From an optimization exercise on the open Yosys and OpenROAD flow, aimed at a short achievable clock period and few clock cycles; shortcuts taken in it are not production practice.
Where RTL was checked, it was by simulation tests only, not by an equivalence proof against the original.
Power figures rest on the tool's default switching activity, not on a simulated workload.

==> inputs of build 98 <==
==> flow/design.v <==
module acb_stream (
    input  wire        clk,
    input  wire        rst,
    input  wire        start,
    input  wire [1:0]  op,
    input  wire [15:0] arg0,
    input  wire [12:0] in_len,
    output reg         done,
    output reg  [12:0] out_len,
    output reg  [12:0] in_pos,
    output reg  [2:0]  err_code,
    output reg  [15:0] err_info,
    output wire [11:0] in_addr,
    input  wire [7:0]  in_rdata,
    output wire [11:0] out_raddr,
    input  wire [7:0]  out_rdata,
    output reg         out_we,
    output reg  [11:0] out_waddr,
    output reg  [7:0]  out_wdata
);
    localparam [2:0] E_NONE       = 3'd0;
    localparam [2:0] E_INVALIDARG = 3'd1;
    localparam [2:0] E_ILLEGAL    = 3'd2;
    localparam [2:0] E_UNEXPEND   = 3'd3;
    localparam [2:0] E_DATA       = 3'd4;
    localparam [2:0] E_CAPACITY   = 3'd5;
    localparam [1:0] SEL_LIT = 2'd0,    
                     SEL_MEM = 2'd1,    
                     SEL_H1  = 2'd2,    
                     SEL_H2  = 2'd3;    
    reg        run;         
    reg        m_cmp, m_dec, m_mat;    
    reg [12:0] len;         
    reg [12:0] hp;          
    reg [12:0] rem;         
    reg [12:0] P;           
    reg [12:0] room;        
    reg [7:0]  z;           
    reg [7:0]  zc;          
    reg [8:0]  fsh;         
    reg        pf;          
    reg [4:0]  cc;          
    reg [1:0]  csel;        
    reg [11:0] ia;          
    reg        iv;          
    reg        rv;          
    reg [7:0]  ird;         
    reg        irv;
    reg [7:0]  q [0:7];
    reg [3:0]  n;
    assign in_addr = ia;
    wire v0 = (n != 4'd0);
    wire v1 = (n > 4'd1);
    wire [7:0] w0 = q[0];
    wire [7:0] w1 = q[1];
    wire remz = (rem == 13'd0);
    wire rem1 = (rem == 13'd1);
    wire full = P[12];      
    reg        emit;        
    reg [1:0]  e_sel;
    reg [7:0]  e_byte;
    reg [1:0]  pop;
    reg        fin;         
    reg [2:0]  f_code;
    reg [15:0] f_info;
    reg        f_pos;       
    wire [11:0] m_off = {w0[7:4], w1};
    wire [4:0]  m_len = {1'b0, w0[3:0]} + 5'd3;
    wire        m_bad = (m_off == 12'd0) || ({1'b0, m_off} > P) || ({8'd0, m_len} > room);
    wire [11:0] m_src = P[11:0] - m_off;
    always @(*) begin
        emit   = 1'b0;
        e_sel  = SEL_LIT;
        e_byte = 8'h00;
        pop    = 2'd0;
        fin    = 1'b0;
        f_code = E_NONE;
        f_info = 16'd0;
        f_pos  = 1'b0;
        if (run) begin
            if (m_cmp) begin
                if (remz) begin
                    if (z != 8'd0) begin
                        emit = 1'b1;
                    end else begin
                        fin = 1'b1; f_pos = 1'b1;
                    end
                end else if (v0) begin
                    if (w0 != 8'h00) begin
                        emit = 1'b1;
                        if (z == 8'd0) begin
                            e_byte = w0; pop = 2'd1;
                        end
                    end else if (z == 8'd0) begin
                        emit = 1'b1; pop = 2'd1;
                    end else if (rem1 || v1) begin
                        pop = 2'd1;
                        if (rem1 || w1 != 8'h00 || z == 8'hff) begin
                            emit = 1'b1; e_byte = z;
                        end
                    end
                end
            end else if (m_dec) begin
                if (zc != 8'd0) begin
                    emit = 1'b1;
                end else if (remz) begin
                    fin = 1'b1; f_pos = 1'b1;
                end else if (v0) begin
                    if (w0 != 8'h00) begin
                        emit = 1'b1; e_byte = w0; pop = 2'd1;
                    end else if (rem1) begin
                        fin = 1'b1; f_code = E_UNEXPEND; f_info = {3'd0, len};
                    end else if (v1) begin
                        emit = 1'b1; pop = 2'd2;
                    end
                end
            end else begin
                if (cc != 5'd0) begin
                    emit = 1'b1; e_sel = csel;
                    if (fsh[7:0] == 8'd0 && v0 && !remz) pop = 2'd1;
                end else if (room == 13'd0) begin
                    fin = 1'b1; f_pos = 1'b1;
                end else if (fsh[7:0] == 8'd0) begin
                    if (remz) begin
                        fin = 1'b1; f_code = E_UNEXPEND; f_info = {3'd0, hp};
                    end else if (v0) begin
                        pop = 2'd1;
                    end
                end else if (fsh[8]) begin
                    if (remz) begin
                        fin = 1'b1; f_code = E_UNEXPEND; f_info = {3'd0, hp};
                    end else if (v0) begin
                        emit = 1'b1; e_byte = w0; pop = 2'd1;
                    end
                end else begin
                    if (remz || rem1) begin
                        fin = 1'b1; f_code = E_UNEXPEND; f_info = {3'd0, hp};
                    end else if (v1) begin
                        if (m_bad) begin
                            fin = 1'b1; f_code = E_DATA; f_info = {3'd0, hp};
                        end else begin
                            emit = 1'b1; pop = 2'd2;
                            e_sel = (m_off == 12'd1) ? SEL_H1 :
                                    (m_off == 12'd2) ? SEL_H2 : SEL_MEM;
                        end
                    end
                end
            end
            if (emit && full) begin
                emit   = 1'b0;
                fin    = 1'b1;
                f_code = E_CAPACITY;
                f_info = 16'd4096;
                f_pos  = 1'b0;
            end
        end
    end
    reg [11:0] ra;           
    reg        p1_v, p2_v;
    reg [1:0]  p1_sel, p2_sel;
    reg [7:0]  p1_b, p2_b;
    reg        p1_fin, p2_fin;
    reg [11:0] wa;           
    reg [7:0]  h2;           
    assign out_raddr = ra;
    wire busy = run | p1_fin | p2_fin;
    wire go   = start & ~busy;
    reg [7:0] wd;
    always @(*) begin
        case (p2_sel)
            SEL_LIT: wd = p2_b;
            SEL_MEM: wd = out_rdata;
            SEL_H1:  wd = out_wdata;
            default: wd = h2;
        endcase
    end
    integer k;
    always @(posedge clk) begin
        if (rst) begin
            run    <= 1'b0;
            m_cmp  <= 1'b0;
            m_dec  <= 1'b0;
            m_mat  <= 1'b0;
            iv     <= 1'b0;
            rv     <= 1'b0;
            irv    <= 1'b0;
            ia     <= 12'd0;
            n      <= 4'd0;
            p1_v   <= 1'b0;
            p2_v   <= 1'b0;
            p1_fin <= 1'b0;
            p2_fin <= 1'b0;
            out_we <= 1'b0;
            done   <= 1'b0;
            out_len  <= 13'd0;
            in_pos   <= 13'd0;
            err_code <= E_NONE;
            err_info <= 16'd0;
            z      <= 8'd0;
            zc     <= 8'd0;
            cc     <= 5'd0;
            fsh    <= 9'h100;
            pf     <= 1'b0;
        end else begin
            ird <= in_rdata;
            irv <= rv;
            rv  <= iv;
            ia  <= ia + {11'd0, iv};
            iv  <= run && ({1'b0, n} + irv + rv + iv < 5'd8);
            for (k = 0; k < 8; k = k + 1) begin
                if (irv && (k == n - pop))
                    q[k] <= ird;
                else if (pop == 2'd2)
                    q[k] <= (k < 6) ? q[k + 2] : q[k];
                else if (pop == 2'd1)
                    q[k] <= (k < 7) ? q[k + 1] : q[k];
            end
            n  <= n - pop + irv;
            hp <= hp + pop;
            rem <= rem - pop;
            if (emit) begin
                P    <= P + 13'd1;
                room <= room - 13'd1;
            end
            if (fin) begin
                run      <= 1'b0;
                out_len  <= P;
                err_code <= f_code;
                err_info <= f_info;
                in_pos   <= f_pos ? (m_mat ? hp - {12'd0, pf} : hp) : 13'd0;
            end
            if (run) begin
                if (m_cmp) begin
                    if (v0 && !remz && w0 == 8'h00) begin
                        if (z == 8'd0)
                            z <= 8'd1;
                        else if (rem1 || v1) begin
                            if (rem1 || w1 != 8'h00 || z == 8'hff)
                                z <= 8'd0;
                            else
                                z <= z + 8'd1;
                        end
                    end else if (z != 8'd0 && (remz || v0)) begin
                        z <= 8'd0;
                    end
                end
                if (m_dec) begin
                    if (zc != 8'd0)
                        zc <= zc - 8'd1;
                    else if (!remz && v0 && w0 == 8'h00 && !rem1 && v1)
                        zc <= w1;
                end
                if (m_mat) begin
                    if (cc != 5'd0) begin
                        cc <= cc - 5'd1;
                        ra <= ra + 12'd1;
                        if (pop != 2'd0) begin
                            fsh <= {w0, 1'b1};
                            pf  <= 1'b1;
                        end
                    end else if (room != 13'd0) begin
                        if (fsh[7:0] == 8'd0) begin
                            if (pop != 2'd0) fsh <= {w0, 1'b1};
                        end else if (emit) begin
                            fsh <= {fsh[7:0], 1'b0};
                            pf  <= 1'b0;
                            if (!fsh[8]) begin
                                cc   <= m_len - 5'd1;
                                csel <= e_sel;
                                ra   <= m_src;
                            end
                        end
                    end
                end
            end
            p1_v   <= emit;
            p1_sel <= e_sel;
            p1_b   <= e_byte;
            p1_fin <= fin;
            p2_v   <= p1_v;
            p2_sel <= p1_sel;
            p2_b   <= p1_b;
            p2_fin <= p1_fin;
            out_we <= p2_v;
            done   <= p2_fin;
            if (p2_v) begin
                out_wdata <= wd;
                h2        <= out_wdata;
                out_waddr <= wa;
                wa        <= wa + 12'd1;
            end
            if (go) begin
                m_cmp <= (op == 2'd0);
                m_dec <= (op == 2'd1);
                m_mat <= (op == 2'd2);
                len   <= in_len;
                hp    <= 13'd0;
                rem   <= in_len;
                P     <= 13'd0;
                room  <= arg0[12:0];
                z     <= 8'd0;
                zc    <= 8'd0;
                cc    <= 5'd0;
                fsh   <= 9'h100;
                pf    <= 1'b0;
                wa    <= 12'd0;
                n     <= 4'd0;
                irv   <= 1'b0;
                rv    <= 1'b1;          
                ia    <= 12'd1;
                iv    <= 1'b1;
                out_len  <= 13'd0;
                in_pos   <= 13'd0;
                err_info <= 16'd0;
                err_code <= E_NONE;
                if (op == 2'd3) begin
                    p1_fin   <= 1'b1;
                    err_code <= E_ILLEGAL;
                    err_info <= 16'd3;
                end else if (op == 2'd2 && arg0 > 16'd4096) begin
                    p1_fin   <= 1'b1;
                    err_code <= E_INVALIDARG;
                    err_info <= arg0;
                end else begin
                    run <= 1'b1;
                end
            end else if (!run) begin
                ia <= 12'd0;            
                iv <= 1'b0;
            end
        end
    end
endmodule
==> flow/run.sh <==
#!/bin/bash
# synth_recipe.tcl (not shown) runs the flow's synth.tcl, then flattens the netlist and writes it again
# the make line also repeats each setting of config.mk as NAME=value (left out here)
make -C /OpenROAD-flow-scripts/flow DESIGN_CONFIG=/design/flow/config.mk WORK_HOME=/design/flow/orfs CLKGATE_MAP_FILE= SYNTH_SCRIPT=/design/flow/synth_recipe.tcl finish
==> flow/config.mk <==
export PLATFORM = sky130hd
export DESIGN_NAME = acb_stream
export DESIGN_NICKNAME = acb_stream
export VERILOG_FILES = /design/flow/design.v
export SDC_FILE = /design/flow/constraint.sdc
export NUM_CORES = 4
export LEC_CHECK = 0
export CAP_MARGIN = 20
export CORE_MARGIN = 2
export CORE_UTILIZATION = 40
export SLEW_MARGIN = 20
==> flow/constraint.sdc <==
create_clock -name core_clock -period 10.0 [get_ports {clk}]
set_input_delay 2.0000 -clock core_clock [delete_from_list [all_inputs] [get_ports {clk}]]
set_output_delay 2.0000 -clock core_clock [all_outputs]
set_load 0.01 [all_outputs]
==> build 23: changes against build 98 <==
--- a/flow/design.v
+++ b/flow/design.v
@@ -64,6 +64,8 @@
     reg [2:0]  f_code;
     reg [15:0] f_info;
     reg        f_pos;       
+    reg        mstart;      
+    reg        bad_r;       
     wire [11:0] m_off = {w0[7:4], w1};
     wire [4:0]  m_len = {1'b0, w0[3:0]} + 5'd3;
     wire        m_bad = (m_off == 12'd0) || ({1'b0, m_off} > P) || ({8'd0, m_len} > room);
@@ -77,7 +79,10 @@
         f_code = E_NONE;
         f_info = 16'd0;
         f_pos  = 1'b0;
-        if (run) begin
+        mstart = 1'b0;
+        if (run && bad_r) begin
+            fin = 1'b1;
+        end else if (run) begin
             if (m_cmp) begin
                 if (remz) begin
                     if (z != 8'd0) begin
@@ -136,18 +141,15 @@
                     if (remz || rem1) begin
                         fin = 1'b1; f_code = E_UNEXPEND; f_info = {3'd0, hp};
                     end else if (v1) begin
-                        if (m_bad) begin
-                            fin = 1'b1; f_code = E_DATA; f_info = {3'd0, hp};
-                        end else begin
-                            emit = 1'b1; pop = 2'd2;
-                            e_sel = (m_off == 12'd1) ? SEL_H1 :
-                                    (m_off == 12'd2) ? SEL_H2 : SEL_MEM;
-                        end
+                        emit = 1'b1; pop = 2'd2; mstart = 1'b1;
+                        e_sel = (m_off == 12'd1) ? SEL_H1 :
+                                (m_off == 12'd2) ? SEL_H2 : SEL_MEM;
                     end
                 end
             end
             if (emit && full) begin
                 emit   = 1'b0;
+                mstart = 1'b0;
                 fin    = 1'b1;
                 f_code = E_CAPACITY;
                 f_info = 16'd4096;
@@ -175,9 +177,27 @@
         endcase
     end
     integer k;
+    reg [7:0] qc0 [0:7];
+    reg [7:0] qc1 [0:7];
+    reg [7:0] qc2 [0:7];
+    always @(*) begin
+        for (k = 0; k < 8; k = k + 1) begin
+            qc0[k] = (irv && n == k)     ? ird : q[k];
+            qc1[k] = (irv && n == k + 1) ? ird : q[(k < 7) ? k + 1 : 7];
+            qc2[k] = (irv && n == k + 2) ? ird : q[(k < 6) ? k + 2 : 7];
+        end
+    end
+    wire [3:0]  n_p0   = n + {3'd0, irv};
+    wire [3:0]  n_p1   = n + {3'd0, irv} - 4'd1;
+    wire [3:0]  n_p2   = n + {3'd0, irv} - 4'd2;
+    wire [12:0] hp_p1  = hp + 13'd1;
+    wire [12:0] hp_p2  = hp + 13'd2;
+    wire [12:0] rem_m1 = rem - 13'd1;
+    wire [12:0] rem_m2 = rem - 13'd2;
     always @(posedge clk) begin
         if (rst) begin
             run    <= 1'b0;
+            bad_r  <= 1'b0;
             m_cmp  <= 1'b0;
             m_dec  <= 1'b0;
             m_mat  <= 1'b0;
@@ -208,27 +228,36 @@
             ia  <= ia + {11'd0, iv};
             iv  <= run && ({1'b0, n} + irv + rv + iv < 5'd8);
             for (k = 0; k < 8; k = k + 1) begin
-                if (irv && (k == n - pop))
-                    q[k] <= ird;
-                else if (pop == 2'd2)
-                    q[k] <= (k < 6) ? q[k + 2] : q[k];
-                else if (pop == 2'd1)
-                    q[k] <= (k < 7) ? q[k + 1] : q[k];
-            end
-            n  <= n - pop + irv;
-            hp <= hp + pop;
-            rem <= rem - pop;
+                case (pop)
+                    2'd0:    q[k] <= qc0[k];
+                    2'd1:    q[k] <= qc1[k];
+                    default: q[k] <= qc2[k];
+                endcase
+            end
+            case (pop)
+                2'd0:    begin n <= n_p0; hp <= hp;      rem <= rem;      end
+                2'd1:    begin n <= n_p1; hp <= hp_p1;   rem <= rem_m1;   end
+                default: begin n <= n_p2; hp <= hp_p2;   rem <= rem_m2;   end
+            endcase
             if (emit) begin
                 P    <= P + 13'd1;
                 room <= room - 13'd1;
             end
-            if (fin) begin
-                run      <= 1'b0;
+            bad_r <= mstart && m_bad;
+            if (mstart) begin
+                out_len  <= P;
+                err_code <= E_DATA;
+                err_info <= {3'd0, hp};
+                in_pos   <= 13'd0;
+            end
+            if (fin && !bad_r) begin
                 out_len  <= P;
                 err_code <= f_code;
                 err_info <= f_info;
                 in_pos   <= f_pos ? (m_mat ? hp - {12'd0, pf} : hp) : 13'd0;
             end
+            if (fin)
+                run <= 1'b0;
             if (run) begin
                 if (m_cmp) begin
                     if (v0 && !remz && w0 == 8'h00) begin
@@ -277,7 +306,7 @@
             p1_sel <= e_sel;
             p1_b   <= e_byte;
             p1_fin <= fin;
-            p2_v   <= p1_v;
+            p2_v   <= p1_v && !bad_r;
             p2_sel <= p1_sel;
             p2_b   <= p1_b;
             p2_fin <= p1_fin;
==> flow/flow/run.sh (new file) <==
#!/bin/bash
bash standard.sh SETUP_SLACK_MARGIN=7 ABC_CLOCK_PERIOD_IN_PS=3000 finish > flow_standard.log 2>&1
==> flow/standard.sh (new file) <==
#!/bin/bash
# synth_recipe.tcl (not shown) runs the flow's synth.tcl, then flattens the netlist and writes it again
# the make line also repeats each setting of config.mk as NAME=value (left out here)
make -C /OpenROAD-flow-scripts/flow DESIGN_CONFIG=/design/flow/config.mk WORK_HOME=/design/flow/orfs CLKGATE_MAP_FILE= SYNTH_SCRIPT=/design/flow/synth_recipe.tcl "${@:-finish}"
removed: flow/run.sh
==> build 16: changes against build 98 <==
--- a/flow/design.v
+++ b/flow/design.v
@@ -64,6 +64,8 @@
     reg [2:0]  f_code;
     reg [15:0] f_info;
     reg        f_pos;       
+    reg        mstart;      
+    reg        bad_r;       
     wire [11:0] m_off = {w0[7:4], w1};
     wire [4:0]  m_len = {1'b0, w0[3:0]} + 5'd3;
     wire        m_bad = (m_off == 12'd0) || ({1'b0, m_off} > P) || ({8'd0, m_len} > room);
@@ -77,7 +79,10 @@
         f_code = E_NONE;
         f_info = 16'd0;
         f_pos  = 1'b0;
-        if (run) begin
+        mstart = 1'b0;
+        if (run && bad_r) begin
+            fin = 1'b1;
+        end else if (run) begin
             if (m_cmp) begin
                 if (remz) begin
                     if (z != 8'd0) begin
@@ -136,18 +141,15 @@
                     if (remz || rem1) begin
                         fin = 1'b1; f_code = E_UNEXPEND; f_info = {3'd0, hp};
                     end else if (v1) begin
-                        if (m_bad) begin
-                            fin = 1'b1; f_code = E_DATA; f_info = {3'd0, hp};
-                        end else begin
-                            emit = 1'b1; pop = 2'd2;
-                            e_sel = (m_off == 12'd1) ? SEL_H1 :
-                                    (m_off == 12'd2) ? SEL_H2 : SEL_MEM;
-                        end
+                        emit = 1'b1; pop = 2'd2; mstart = 1'b1;
+                        e_sel = (m_off == 12'd1) ? SEL_H1 :
+                                (m_off == 12'd2) ? SEL_H2 : SEL_MEM;
                     end
                 end
             end
             if (emit && full) begin
                 emit   = 1'b0;
+                mstart = 1'b0;
                 fin    = 1'b1;
                 f_code = E_CAPACITY;
                 f_info = 16'd4096;
@@ -175,9 +177,27 @@
         endcase
     end
     integer k;
+    reg [7:0] qc0 [0:7];
+    reg [7:0] qc1 [0:7];
+    reg [7:0] qc2 [0:7];
+    always @(*) begin
+        for (k = 0; k < 8; k = k + 1) begin
+            qc0[k] = (irv && n == k)     ? ird : q[k];
+            qc1[k] = (irv && n == k + 1) ? ird : q[(k < 7) ? k + 1 : 7];
+            qc2[k] = (irv && n == k + 2) ? ird : q[(k < 6) ? k + 2 : 7];
+        end
+    end
+    wire [3:0]  n_p0   = n + {3'd0, irv};
+    wire [3:0]  n_p1   = n + {3'd0, irv} - 4'd1;
+    wire [3:0]  n_p2   = n + {3'd0, irv} - 4'd2;
+    wire [12:0] hp_p1  = hp + 13'd1;
+    wire [12:0] hp_p2  = hp + 13'd2;
+    wire [12:0] rem_m1 = rem - 13'd1;
+    wire [12:0] rem_m2 = rem - 13'd2;
     always @(posedge clk) begin
         if (rst) begin
             run    <= 1'b0;
+            bad_r  <= 1'b0;
             m_cmp  <= 1'b0;
             m_dec  <= 1'b0;
             m_mat  <= 1'b0;
@@ -208,27 +228,36 @@
             ia  <= ia + {11'd0, iv};
             iv  <= run && ({1'b0, n} + irv + rv + iv < 5'd8);
             for (k = 0; k < 8; k = k + 1) begin
-                if (irv && (k == n - pop))
-                    q[k] <= ird;
-                else if (pop == 2'd2)
-                    q[k] <= (k < 6) ? q[k + 2] : q[k];
-                else if (pop == 2'd1)
-                    q[k] <= (k < 7) ? q[k + 1] : q[k];
-            end
-            n  <= n - pop + irv;
-            hp <= hp + pop;
-            rem <= rem - pop;
+                case (pop)
+                    2'd0:    q[k] <= qc0[k];
+                    2'd1:    q[k] <= qc1[k];
+                    default: q[k] <= qc2[k];
+                endcase
+            end
+            case (pop)
+                2'd0:    begin n <= n_p0; hp <= hp;      rem <= rem;      end
+                2'd1:    begin n <= n_p1; hp <= hp_p1;   rem <= rem_m1;   end
+                default: begin n <= n_p2; hp <= hp_p2;   rem <= rem_m2;   end
+            endcase
             if (emit) begin
                 P    <= P + 13'd1;
                 room <= room - 13'd1;
             end
-            if (fin) begin
-                run      <= 1'b0;
+            bad_r <= mstart && m_bad;
+            if (mstart) begin
+                out_len  <= P;
+                err_code <= E_DATA;
+                err_info <= {3'd0, hp};
+                in_pos   <= 13'd0;
+            end
+            if (fin && !bad_r) begin
                 out_len  <= P;
                 err_code <= f_code;
                 err_info <= f_info;
                 in_pos   <= f_pos ? (m_mat ? hp - {12'd0, pf} : hp) : 13'd0;
             end
+            if (fin)
+                run <= 1'b0;
             if (run) begin
                 if (m_cmp) begin
                     if (v0 && !remz && w0 == 8'h00) begin
@@ -277,7 +306,7 @@
             p1_sel <= e_sel;
             p1_b   <= e_byte;
             p1_fin <= fin;
-            p2_v   <= p1_v;
+            p2_v   <= p1_v && !bad_r;
             p2_sel <= p1_sel;
             p2_b   <= p1_b;
             p2_fin <= p1_fin;
- ABC_CLOCK_PERIOD_IN_PS: unset -> 3000
- SETUP_SLACK_MARGIN: unset -> 5
==> notes <==
- The lowest routed wire length belongs to build 98, the highest to build 23.
- Sequential share of layout area: build 98 > build 16 > build 23.
- The lowest first-iteration DRC count belongs to build 98, the highest to build 23.
- Between build 16 and build 23, the lower setup slack is in build 16 (gap 1.5 ns).
- Critical path depth: build 98 > build 23 > build 16.
==> figures <==
item                                                   build 16    build 23    build 98
Outcome                        no timing/DRC/antenna violations  no timing/DRC/antenna violations  no timing/DRC/antenna violations
Reg2Reg Setup Slack                                     5.34 ns     6.82 ns     4.43 ns
Non-clock buffer total of the final layout                  161         374         161
CTS sink count                                              317         317         316
Fraction of layout cells with a size suffix above 1       7.44%       33.9%       6.16%
Post-Synthesis Cells                                       1712        1712        1659
Routed length on met1                                   22.2 mm     24.4 mm     20.6 mm
Power consumed by the clock network                     1.37 mW     1.39 mW     1.36 mW
Cell depth of the worst setup path                           10          12          19
Compound-cell area share of the yosys netlist             17.8%       17.8%       13.7%
Combined flip-flop and latch cell area                8460 um^2   8560 um^2   8440 um^2
Testbench counts of build 23, summed over its fixed seeds: cycles 270,399.
Testbench counts of build 16, summed over its fixed seeds: cycles 270,399.
No functional check of the RTL was part of build 98.

re-timing with driven ports:
No port has a modelled driver above. Below, the same layouts with a new extraction and two added sets of constraints.
Step 1 assumes that a clkbuf_16 drives the clock port and a buf_2 every other input.
Step 2, shift: input delay + t, output delay - t, t = (earliest + latest rising clock arrival at the registers) / 2. This alone moves slack from input paths to output paths.
a / b / c = ideal / step 1 / step 2; a / b = the first two.
run | t, ns | setup slack, ns | worst setup path at the end | worst slew at a driven data input, ns | cell pins on the clock port's net
build 98 | 0.579 | 4.428 / 4.428 / 4.428 | register to register | 0.07 | 1
build 23 | 0.605 | 6.816 / 6.816 / 6.269 | input to register | 0.05 | 1
build 16 | 0.604 | 5.336 / 5.336 / 4.792 | input to register | 0.05 | 1
After both steps every run listed still meets setup and hold. The setup slack of build 23, which loses most, moves by 0.000 ns with the drivers and by -0.547 ns with both steps.
